This design comes from an exercise in tuning for small area and a short achievable clock period on the open sky130 flow, not from production work. The RTL was checked by simulation tests, not by an equivalence proof against the original design. Power and IR drop assume default switching activity.

==> inputs of cedar <==
// mbcore
module mbcore (
    input  wire        clk,
    input  wire        rst,             
    input  wire        host_valid,
    input  wire        host_write,
    input  wire [5:0]  host_addr,
    input  wire [31:0] host_wdata,
    output reg  [31:0] host_rdata,
    input  wire        tick,
    input  wire        link_mode,
    output wire        link_req,
    output wire [1:0]  link_op,         
    output wire [31:0] link_wdata,
    input  wire        link_ack,
    input  wire        link_err,
    input  wire [31:0] link_code,
    input  wire [31:0] link_rdata,
    output wire [31:0] pay_addr,
    input  wire [31:0] pay_rdata,
    input  wire [4:0]  img_addr,
    output reg  [31:0] img_data,
    output reg         ev_valid,
    output wire        ev_kind,
    output wire [31:0] ev_data
);
==> flow/config.mk <==
export PLATFORM = sky130hd
export DESIGN_NAME = mbcore
export DESIGN_NICKNAME = mbcore
export VERILOG_FILES = /design/flow/design.v
export SDC_FILE = /design/flow/constraint.sdc
export NUM_CORES = 4
export LEC_CHECK = 0
export CAP_MARGIN = 20
export CORE_MARGIN = 2
export CORE_UTILIZATION = 40
export CTS_CLUSTER_DIAMETER = 100
export CTS_CLUSTER_SIZE = 20
export PLACE_DENSITY = 0.6
export SLEW_MARGIN = 20
==> flow/constraint.sdc <==
create_clock -name core_clock -period 17.0 [get_ports {clk}]
set_input_delay 3.4000 -clock core_clock [delete_from_list [all_inputs] [get_ports {clk}]]
set_output_delay 3.4000 -clock core_clock [all_outputs]
set_load 0.01 [all_outputs]
standard.sh (not shown) runs the stock make flow with config.mk's settings and CLKGATE_MAP_FILE= SYNTH_SCRIPT=/design/flow/synth_recipe.tcl, a recipe that flattens the netlist after the stock synthesis.
==> flow/flow/run.sh <==
#!/bin/bash
# Layout: the standard ORFS flow (standard.sh, standard synthesis unchanged), with
#  - the synthesized netlist's combinational logic re-mapped by Yosys/ABC with an
#    area-aware script (flow/remap.ys, flow/remap.abc, flow/finish.ys); registers untouched;
#  - every port still buffered, with a buf_1 cell;
#  - repair_timing aiming for a setup margin of SETUP_MARGIN ns.
# Each tool's output goes to its own log in this folder.
set -euo pipefail
SETUP_MARGIN=${SETUP_MARGIN:-8}
KNOBS=("BUFFER_PORTS_ARGS=-buffer_cell sky130_fd_sc_hd__buf_1" "SETUP_SLACK_MARGIN=$SETUP_MARGIN")
RES=orfs/results/${FLOW_PLATFORM}/mbcore/base
LIB=${FLOW_HOME}/platforms/${FLOW_PLATFORM}/lib/sky130_fd_sc_hd__tt_025C_1v80.lib

bash standard.sh "$PWD/$RES/1_2_yosys.v" "${KNOBS[@]}" > synth_make.log 2>&1

cp "$RES/1_2_yosys.v" standard_1_2_yosys.v
sed -e "s#@LIB@#$LIB#g" -e "s#@IN@#$PWD/standard_1_2_yosys.v#" -e "s#@TMP@#$PWD/remap_tmp.v#" -e "s#@ABC@#$PWD/flow/remap.abc#" flow/remap.ys > remap_run.ys
sed -e "s#@LIB@#$LIB#g" -e "s#@TMP@#$PWD/remap_tmp.v#" -e "s#@OUT@#$PWD/remap_out.v#" flow/finish.ys > finish_run.ys
yosys -s remap_run.ys > remap_yosys.log 2>&1
yosys -s finish_run.ys > finish_yosys.log 2>&1
cp remap_out.v "$RES/1_2_yosys.v"
touch "$RES/1_2_yosys.v" "$RES/1_2_yosys.sdc"

bash standard.sh finish "${KNOBS[@]}" > layout_make.log 2>&1
==> flow/flow/finish.ys <==
# Second half of the re-map: read the re-mapped top back against the cell
# library and finish it as ORFS's synthesis does (tie cells, split nets).
read_liberty -lib @LIB@
read_verilog @TMP@
hierarchy -top mbcore
check
setundef -zero
hilomap -singleton -hicell sky130_fd_sc_hd__conb_1 HI -locell sky130_fd_sc_hd__conb_1 LO
splitnets
opt_clean -purge
insbuf -buf sky130_fd_sc_hd__buf_4 A X
check -assert
stat -liberty @LIB@
write_verilog -noattr -nohex -nodec @OUT@
==> flow/flow/remap.abc <==
strash; &get -n; &fraig -x; &put; scorr; dc2; strash; &get -n; &dch -f; &nf -R 1000; &put; topo; stime
==> flow/flow/remap.ys <==
# Re-map the standard synthesis's combinational logic (half adders included) with an
# area-aware ABC script (flow/remap.abc) instead of ORFS's speed script.  Flip-flops,
# full-adder cells and tie cells are kept as they are (black boxes), so every register keeps its
# name and cell type.
read_liberty -ignore_miss_func @LIB@
blackbox sky130_fd_sc_hd__dfxtp_1 sky130_fd_sc_hd__edfxtp_1 sky130_fd_sc_hd__fa_1 sky130_fd_sc_hd__conb_1
read_verilog @IN@
hierarchy -top mbcore
flatten
opt_clean
abc -liberty @LIB@ -dont_use sky130_fd_sc_hd__lpflow_bleeder_1 -dont_use sky130_fd_sc_hd__lpflow_clkbufkapwr_1 -dont_use sky130_fd_sc_hd__lpflow_clkbufkapwr_16 -dont_use sky130_fd_sc_hd__lpflow_clkbufkapwr_2 -dont_use sky130_fd_sc_hd__lpflow_clkbufkapwr_4 -dont_use sky130_fd_sc_hd__lpflow_clkbufkapwr_8 -dont_use sky130_fd_sc_hd__lpflow_clkinvkapwr_1 -dont_use sky130_fd_sc_hd__lpflow_clkinvkapwr_16 -dont_use sky130_fd_sc_hd__lpflow_clkinvkapwr_2 -dont_use sky130_fd_sc_hd__lpflow_clkinvkapwr_4 -dont_use sky130_fd_sc_hd__lpflow_clkinvkapwr_8 -dont_use sky130_fd_sc_hd__lpflow_decapkapwr_12 -dont_use sky130_fd_sc_hd__lpflow_decapkapwr_3 -dont_use sky130_fd_sc_hd__lpflow_decapkapwr_4 -dont_use sky130_fd_sc_hd__lpflow_decapkapwr_6 -dont_use sky130_fd_sc_hd__lpflow_decapkapwr_8 -dont_use sky130_fd_sc_hd__lpflow_inputiso0n_1 -dont_use sky130_fd_sc_hd__lpflow_inputiso0p_1 -dont_use sky130_fd_sc_hd__lpflow_inputiso1n_1 -dont_use sky130_fd_sc_hd__lpflow_inputiso1p_1 -dont_use sky130_fd_sc_hd__lpflow_inputisolatch_1 -dont_use sky130_fd_sc_hd__lpflow_isobufsrc_1 -dont_use sky130_fd_sc_hd__lpflow_isobufsrc_16 -dont_use sky130_fd_sc_hd__lpflow_isobufsrc_2 -dont_use sky130_fd_sc_hd__lpflow_isobufsrc_4 -dont_use sky130_fd_sc_hd__lpflow_isobufsrc_8 -dont_use sky130_fd_sc_hd__lpflow_isobufsrckapwr_16 -dont_use sky130_fd_sc_hd__lpflow_lsbuf_lh_hl_isowell_tap_1 -dont_use sky130_fd_sc_hd__lpflow_lsbuf_lh_hl_isowell_tap_2 -dont_use sky130_fd_sc_hd__lpflow_lsbuf_lh_hl_isowell_tap_4 -dont_use sky130_fd_sc_hd__lpflow_lsbuf_lh_isowell_4 -dont_use sky130_fd_sc_hd__lpflow_lsbuf_lh_isowell_tap_1 -dont_use sky130_fd_sc_hd__lpflow_lsbuf_lh_isowell_tap_2 -dont_use sky130_fd_sc_hd__lpflow_lsbuf_lh_isowell_tap_4 -dont_use sky130_fd_sc_hd__probe_p_8 -dont_use sky130_fd_sc_hd__probec_p_8  -script @ABC@
opt_clean
select mbcore
write_verilog -noattr -nohex -nodec -selected @TMP@
==> lagoon: changes against cedar <==
==> flow/flow/run.sh (replaced) <==
#!/bin/bash
# The standard ORFS layout (the standard.sh, standard synthesis unchanged) with two knobs:
# every port still gets a buffer, but a buf_1 cell instead of the default delay-buffer cell,
# and repair_timing aims for a setup margin of SETUP_MARGIN ns.
set -euo pipefail
SETUP_MARGIN=${SETUP_MARGIN:-8}
bash standard.sh finish \
  "BUFFER_PORTS_ARGS=-buffer_cell sky130_fd_sc_hd__buf_1" \
  "SETUP_SLACK_MARGIN=$SETUP_MARGIN" > layout_make.log 2>&1
CORE_UTILIZATION = 45   (was 40)
CTS_CLUSTER_DIAMETER = not set   (was 100)
CTS_CLUSTER_SIZE = not set   (was 20)
removed: flow/flow/finish.ys
removed: flow/flow/remap.abc
removed: flow/flow/remap.ys
==> umber: changes against cedar <==
--- a/flow/design.v
+++ b/flow/design.v
@@ -105,40 +105,60 @@
     wire st_done   = (seq_state == S_DONE);
     wire st_failed = (seq_state == S_FAILED);
     wire seq_busy  = st_send | st_ack | st_size | st_stream;
     wire [2:0]  seq_code   = st_failed ? {~seq_x[1], seq_x[1], seq_x[0]} : {2'b00, st_done};
     wire        seq_vmatch = st_done & seq_x[0];
     wire        terr_v     = st_failed & ~seq_x[1];
     wire [15:0] cks_poly = cks_mode ? CKS_POLY_P2P : CKS_POLY_SH;
     wire [31:0] ksc_key  = ksc_mode ? P_KEY_P2P : P_KEY_SH;
+    wire       a_hi  = (host_addr[5:4] == 2'b00);
+    wire       a_1x  = (host_addr[5:4] == 2'b01);
+    wire [3:0] a_lo  = host_addr[3:0];
+    wire r_opa  = a_hi & (a_lo == 4'h1);
+    wire r_opb  = a_hi & (a_lo == 4'h2);
+    wire r_res  = a_hi & (a_lo == 4'h3) & res_v;
+    wire r_cst  = a_hi & (a_lo == 4'h4) & cmd_v;
+    wire r_acc  = a_hi & (a_lo == 4'h5) & cks_v;
+    wire r_poly = a_hi & (a_lo == 4'h6) & cks_v;
+    wire r_hh   = a_hi & (a_lo == 4'h7) & cks_v;
+    wire r_hl   = a_hi & (a_lo == 4'h8) & cks_v;
+    wire r_cctl = a_hi & (a_lo == 4'h9);
+    wire r_seed = a_hi & (a_lo == 4'hA) & ksc_v;
+    wire r_key  = a_hi & (a_lo == 4'hB) & ksc_v;
+    wire r_kctl = a_hi & (a_lo == 4'hC);
+    wire r_stat = a_hi & (a_lo == 4'hD);
+    wire r_len  = a_hi & (a_lo == 4'hE) & ~st_idle;
+    wire r_base = a_hi & (a_lo == 4'hF) & ~st_idle;
+    wire r_att  = a_1x & (a_lo == 4'h0);
+    wire r_wcnt = a_1x & (a_lo == 4'h1);
+    wire r_last = a_1x & (a_lo == 4'h2) & seq_nz;
+    wire r_terr = a_1x & (a_lo == 4'h3) & terr_v;
+    wire r_wait = a_1x & (a_lo == 4'h4);
     always @* begin
-        case (host_addr)
-            6'h01: host_rdata = opa;
-            6'h02: host_rdata = opb;
-            6'h03: host_rdata = res_v ? result : 32'd0;
-            6'h04: host_rdata = cmd_v ? {24'd0, cmd_op, 1'b0, cmd_err} : 32'd0;
-            6'h05: host_rdata = cks_v ? {16'd0, cks_acc} : 32'd0;
-            6'h06: host_rdata = cks_v ? {16'd0, cks_poly} : 32'd0;
-            6'h07: host_rdata = cks_v ? cks_hh : 32'd0;
-            6'h08: host_rdata = cks_v ? cks_hl : 32'd0;
-            6'h09: host_rdata = {30'd0, cks_mode & cks_v, cks_v};
-            6'h0A: host_rdata = ksc_v ? ksc_seed : 32'd0;
-            6'h0B: host_rdata = ksc_v ? ksc_key : 32'd0;
-            6'h0C: host_rdata = {30'd0, ksc_mode & ksc_v, ksc_v};
-            6'h0D: host_rdata = {19'd0, seq_busy, seq_vmatch, seq_code, 3'd0, seq_sub, seq_state};
-            6'h0E: host_rdata = st_idle ? 32'd0 : seq_len;
-            6'h0F: host_rdata = st_idle ? 32'd0 : seq_base;
-            6'h10: host_rdata = {27'd0, seq_att};
-            6'h11: host_rdata = {1'b0, seq_wcnt};
-            6'h12: host_rdata = seq_nz ? seq_lastw : 32'd0;
-            6'h13: host_rdata = terr_v ? seq_terr : 32'd0;
-            6'h14: host_rdata = {30'd0, seq_wait};
-            default: host_rdata = 32'd0;
-        endcase
+        host_rdata = ({32{r_opa}}  & opa)
+                   | ({32{r_opb}}  & opb)
+                   | ({32{r_res}}  & result)
+                   | ({32{r_cst}}  & {24'd0, cmd_op, 1'b0, cmd_err})
+                   | ({32{r_acc}}  & {16'd0, cks_acc})
+                   | ({32{r_poly}} & {16'd0, cks_poly})
+                   | ({32{r_hh}}   & cks_hh)
+                   | ({32{r_hl}}   & cks_hl)
+                   | ({32{r_cctl}} & {30'd0, cks_mode & cks_v, cks_v})
+                   | ({32{r_seed}} & ksc_seed)
+                   | ({32{r_key}}  & ksc_key)
+                   | ({32{r_kctl}} & {30'd0, ksc_mode & ksc_v, ksc_v})
+                   | ({32{r_stat}} & {19'd0, seq_busy, seq_vmatch, seq_code, 3'd0, seq_sub, seq_state})
+                   | ({32{r_len}}  & seq_len)
+                   | ({32{r_base}} & seq_base)
+                   | ({32{r_att}}  & {27'd0, seq_att})
+                   | ({32{r_wcnt}} & {1'b0, seq_wcnt})
+                   | ({32{r_last}} & seq_lastw)
+                   | ({32{r_terr}} & seq_terr)
+                   | ({32{r_wait}} & {30'd0, seq_wait});
     end
     wire        cmd_wr = host_valid && host_write && (host_addr == 6'h00);
     wire [3:0]  c_op   = host_wdata[3:0];
     wire        c_mode = host_wdata[4];
     reg  [2:0]  c_err;
     always @* begin
         if (c_op == 4'd0 || c_op > 4'd6)
             c_err = 3'd1;
@@ -151,17 +171,36 @@
         else if (c_op == 4'd5 && !ksc_v)
             c_err = 3'd3;
         else if (c_op == 4'd6 && seq_busy)
             c_err = 3'd4;
         else
             c_err = 3'd0;
     end
     wire do_cmd = cmd_wr && (c_err == 3'd0);
-    wire [31:0] crc_composed = {16'hFFFF, cks_hl[7:0], 8'h00} + cks_hh;
+    wire [8:0]  crc_mc;
+    wire [7:0]  crc_ms;
+    assign crc_mc[0] = 1'b0;
+    wire [16:0] crc_bc;
+    wire [15:0] crc_bs;
+    assign crc_bc[0] = 1'b1;
+    genvar g;
+    generate
+        for (g = 0; g < 8; g = g + 1) begin : g_mid
+            assign crc_ms[g]     = cks_hl[g] ^ cks_hh[8 + g] ^ crc_mc[g];
+            assign crc_mc[g + 1] = (cks_hl[g] & cks_hh[8 + g]) | (cks_hl[g] & crc_mc[g]) |
+                                   (cks_hh[8 + g] & crc_mc[g]);
+        end
+        for (g = 0; g < 16; g = g + 1) begin : g_top
+            assign crc_bs[g]     = ~cks_hh[16 + g] ^ crc_bc[g];
+            assign crc_bc[g + 1] = ~cks_hh[16 + g] & crc_bc[g];
+        end
+    endgenerate
+    wire [15:0] crc_top = crc_mc[8] ? cks_hh[31:16] : ~crc_bs;
+    wire [31:0] crc_composed = {crc_top, crc_ms, cks_hh[7:0]};
     wire [31:0] crc_r = (c_op[0] ? crc_composed : opa) ^ {16'd0, cks_acc};
     wire [15:0] crc_new = cks_mode ? crc_p2p(crc_r) : crc_sh(crc_r);
     wire [31:0] ksc_next;
     ksc_mul u_mul (.a(ksc_seed), .p(ksc_next));    
     wire [31:0] ksc_masked = ksc_next ^ opa ^ ~(opb + (LOAD_BASE - 32'd1)) ^ ksc_key;
     wire        seq_at_q     = (seq_wcnt == {1'b0, seq_len[31:2]});
     wire        seq_more     = !seq_past && !(seq_at_q && seq_len[1:0] == 2'b00);
     wire [31:0] vm_k   = LOAD_BASE - 32'd4;
==> out/results.tsv <==
stage	metric	value	unit
floorplanning	tap_cells	1030	
grt	grt_pass1_wl	178000	µm
pwr	seqPwrFrac	53.8	%
outcome	status	timing/DRC/antenna clean	
worst_setup_path	r2r_cells	24	
the above is filed under cedar

==> out/results.tsv <==
stage	metric	value	unit
outcome	status	timing/DRC/antenna clean	
grt	use_met2	51.6	%
worst_setup_path	arrival	5.58	ns
clock_tree	ctsResizeCount	14	
clock_tree	cts_num_sinks	397	
clock_tree	h-tree-depth	2	
floorplanning	tap_cells	950	
sta	worst_slew_pin_slew	1.13	ns
grt	grt_pass1_wl	183000	µm
worst_setup_path	r2r_cells	17	
hold_path	min_from	cmd_v	
the above is filed under lagoon

==> out/results.tsv <==
stage	metric	value	unit
outcome	status	timing/DRC/antenna clean	
pwr	powerSeq	1030	µW
worst_setup_path	r2r_cells	26	
floorplanning	rows	100	
pwr	powerClk	636	µW
route	wl_met2	53700	µm
grt	grt_pass1_wl	174000	µm
floorplanning	tap_cells	969	
sta	worst_slew_pin_slew	1.16	ns
the above is filed under umber

re-timing with driven ports:
How much do the figures lean on ideal ports? The routed layouts below were timed once more, with nothing changed but the port constraints.
Step 1, drivers: a clkbuf_16 drives clk and a buf_2 each remaining input, both assumed.
Step 2 times the ports against the registers' clock, not the clock port: input delays grow and output delays shrink by t, the midpoint of the rising clock arrivals with the driver on.
a / b / c = ideal ports / drivers / drivers and shift; a / b = the first two.
run | t (ns) | slack for setup (ns) | worst setup path after step 2 | latest minus earliest clock arrival (ns)
cedar | 0.649 | 7.876 / 7.841 / 7.841 | input to output | 0.031 / 0.031
lagoon | 0.652 | 8.016 / 7.993 / 7.993 | input to output | 0.018 / 0.018
umber | 0.638 | 8.069 / 8.047 / 8.047 | input to output | 0.030 / 0.030
After both steps setup and hold are still met in every run listed. The setup slack of cedar, which loses most, moves by -0.035 ns with the drivers and by -0.035 ns with both steps.
